Background: an optimization exercise with open tools, aiming at small area, a short achievable clock period and few clock cycles. Do not read the settings as production practice.
In this exercise RTL edits were held to simulation tests only and were not proved equivalent to the original.
Power and IR drop assume default switching activity.

## sbcore
module sbcore #(
    parameter [31:0] UART_BASE     = 32'h4000_C000,
    parameter [11:0] UART_DR_OFF   = 12'h000,
    parameter [11:0] UART_FR_OFF   = 12'h018,
    parameter [11:0] UART_IBRD_OFF = 12'h024,
    parameter [11:0] UART_FBRD_OFF = 12'h028,
    parameter [11:0] UART_LCR_OFF  = 12'h02C,
    parameter [11:0] UART_CR_OFF   = 12'h030,
    parameter integer FR_TXFF_BIT  = 5,
    parameter integer FR_RXFE_BIT  = 4
) (
    input  wire        clk,
    input  wire        rst,
    input  wire        host_we,
    input  wire [7:0]  host_addr,
    input  wire [31:0] host_wdata,
    output reg  [31:0] host_rdata,
    output reg         i2c_req,
    output reg  [2:0]  i2c_op,
    output reg  [7:0]  i2c_wdata,
    output reg         i2c_last,
    input  wire        i2c_ack,
    input  wire        i2c_nack,
    input  wire [7:0]  i2c_rdata,
    output reg         spi_req,
    output reg  [1:0]  spi_op,
    output reg  [7:0]  spi_wdata,
    input  wire        spi_ack,
    input  wire [7:0]  spi_rdata,
  ...
==> flow/config.mk <==
export PLATFORM = sky130hd
export DESIGN_NAME = sbcore
export DESIGN_NICKNAME = sbcore
export VERILOG_FILES = /design/flow/design.v
export SDC_FILE = /design/flow/constraint.sdc
export NUM_CORES = 4
export LEC_CHECK = 0
export ABC_AREA = 1
export CAP_MARGIN = 20
export CORE_MARGIN = 2
export CORE_UTILIZATION = 55
export CTS_BUF_LIST = sky130_fd_sc_hd__clkbuf_16
export CTS_CLUSTER_DIAMETER = 60
export CTS_CLUSTER_SIZE = 16
export PLACE_DENSITY = 0.7
export SETUP_SLACK_MARGIN = 4.5
export SLEW_MARGIN = 20
==> flow/constraint.sdc <==
create_clock -name core_clock -period 10.0 [get_ports {clk}]
set_input_delay 2.0000 -clock core_clock [delete_from_list [all_inputs] [get_ports {clk}]]
set_output_delay 2.0000 -clock core_clock [all_outputs]
set_load 0.01 [all_outputs]
run.sh (not shown) runs the stock make flow with config.mk's settings and CLKGATE_MAP_FILE= SYNTH_SCRIPT=/design/flow/synth_recipe.tcl, a recipe that flattens the netlist after the stock synthesis.
Testbench counts at the start, summed over its fixed seeds: cycles 9,436.
==> next run, changes <==
--- a/flow/config.mk
+++ b/flow/config.mk
@@ -10,7 +10,4 @@
 export CORE_MARGIN = 2
 export CORE_UTILIZATION = 55
-export CTS_BUF_LIST = sky130_fd_sc_hd__clkbuf_16
-export CTS_CLUSTER_DIAMETER = 60
-export CTS_CLUSTER_SIZE = 16
 export PLACE_DENSITY = 0.7
 export SETUP_SLACK_MARGIN = 4.5
What happened: The new run passed the timing, design-rule and antenna checks; total power goes up by 6.2%; worst setup slack improves by 43 ps; fmax goes up by 0.73%.
==> next run, changes <==
==> flow/flow/run.sh (new file) <==
#!/bin/bash
# Own flow: the standard synthesis and layout (standard.sh), except that
# placement buffers the ports with sky130_fd_sc_hd__buf_1 (the smallest
# buffer; timing repair upsizes those on critical paths). The full output
# of the layout goes to layout.log here.
set -euo pipefail
export BUFFER_PORTS_ARGS="-buffer_cell sky130_fd_sc_hd__buf_1"
bash ./standard.sh > ./layout.log 2>&1
==> flow/standard.sh (new file) <==
#!/bin/bash
# synth_recipe.tcl (not shown) runs the flow's synth.tcl, then flattens the netlist and writes it again
# the make line also repeats each setting of config.mk as NAME=value (left out here)
make -C /OpenROAD-flow-scripts/flow DESIGN_CONFIG=/design/flow/config.mk WORK_HOME=/design/flow/orfs CLKGATE_MAP_FILE= SYNTH_SCRIPT=/design/flow/synth_recipe.tcl "${@:-finish}"
--- a/flow/config.mk
+++ b/flow/config.mk
@@ -10,4 +10,7 @@
 export CORE_MARGIN = 2
 export CORE_UTILIZATION = 55
+export CTS_BUF_LIST = sky130_fd_sc_hd__clkbuf_16
+export CTS_CLUSTER_DIAMETER = 80
+export CTS_CLUSTER_SIZE = 24
 export PLACE_DENSITY = 0.7
 export SETUP_SLACK_MARGIN = 4.5
removed: flow/run.sh
Outcome: Die area does not change; power falls by 11%; combinational power goes up by about 1%; non-clock buffer count rises by 5; first-iteration DRC count decreases by 2.0%; final area came out lower by about 4%; cell count decreases by about 1%.
==> next run, changes <==
--- a/flow/config.mk
+++ b/flow/config.mk
@@ -11,6 +11,6 @@
 export CORE_UTILIZATION = 55
 export CTS_BUF_LIST = sky130_fd_sc_hd__clkbuf_16
-export CTS_CLUSTER_DIAMETER = 80
-export CTS_CLUSTER_SIZE = 24
+export CTS_CLUSTER_DIAMETER = 70
+export CTS_CLUSTER_SIZE = 20
 export PLACE_DENSITY = 0.7
 export SETUP_SLACK_MARGIN = 4.5
After rerunning: Cell area falls by 1.1%; via count falls by 0.55%; setup slack gets worse by 18 ps; total power rises by 2.5%; clock-buffer cell count rises by 8; area after synthesis does not change; combinational power is about the same; non-clock buffer count falls by 16; global-route usage falls by 0.76 points; critical path depth falls by 3; flip-flop and latch count stays the same.

## re-timing with driven ports
The flow's constraints put no driver on any port. The routed layouts listed below were extracted and timed again, unchanged, in two steps. Step 1: set_driving_cell puts a clkbuf_16 on clk and a buf_2 on each other input, an assumption about the parent block. Step 2 moves the port delays by t, midway between the first and last clock arrival at a register: inputs arrive t later, outputs are due t later. That takes back most of the time a late clock gives input paths. a / b / c = ideal / step 1 / step 2; a / b = the first two.
| run | t (ns) | setup slack, ns | worst setup path after step 2 | worst slew at a driven data input, ns | pins driven straight from the clock port |
|---|---|---|---|---|---|
| the first run | 0.739 | 4.021 / 3.969 / 3.969 | input to output | 0.07 | 1 |
| the second run | 0.720 | 4.064 / 4.019 / 4.019 | input to output | 0.07 | 1 |
| the third run | 0.693 | 4.039 / 3.983 / 3.983 | input to output | 0.07 | 1 |
| the fourth run | 0.706 | 4.021 / 3.975 / 3.975 | input to output | 0.07 | 1 |
After both steps every run listed still meets setup and hold. The setup slack of the third run, which loses most, moves by -0.056 ns with the drivers and by -0.056 ns with both steps.
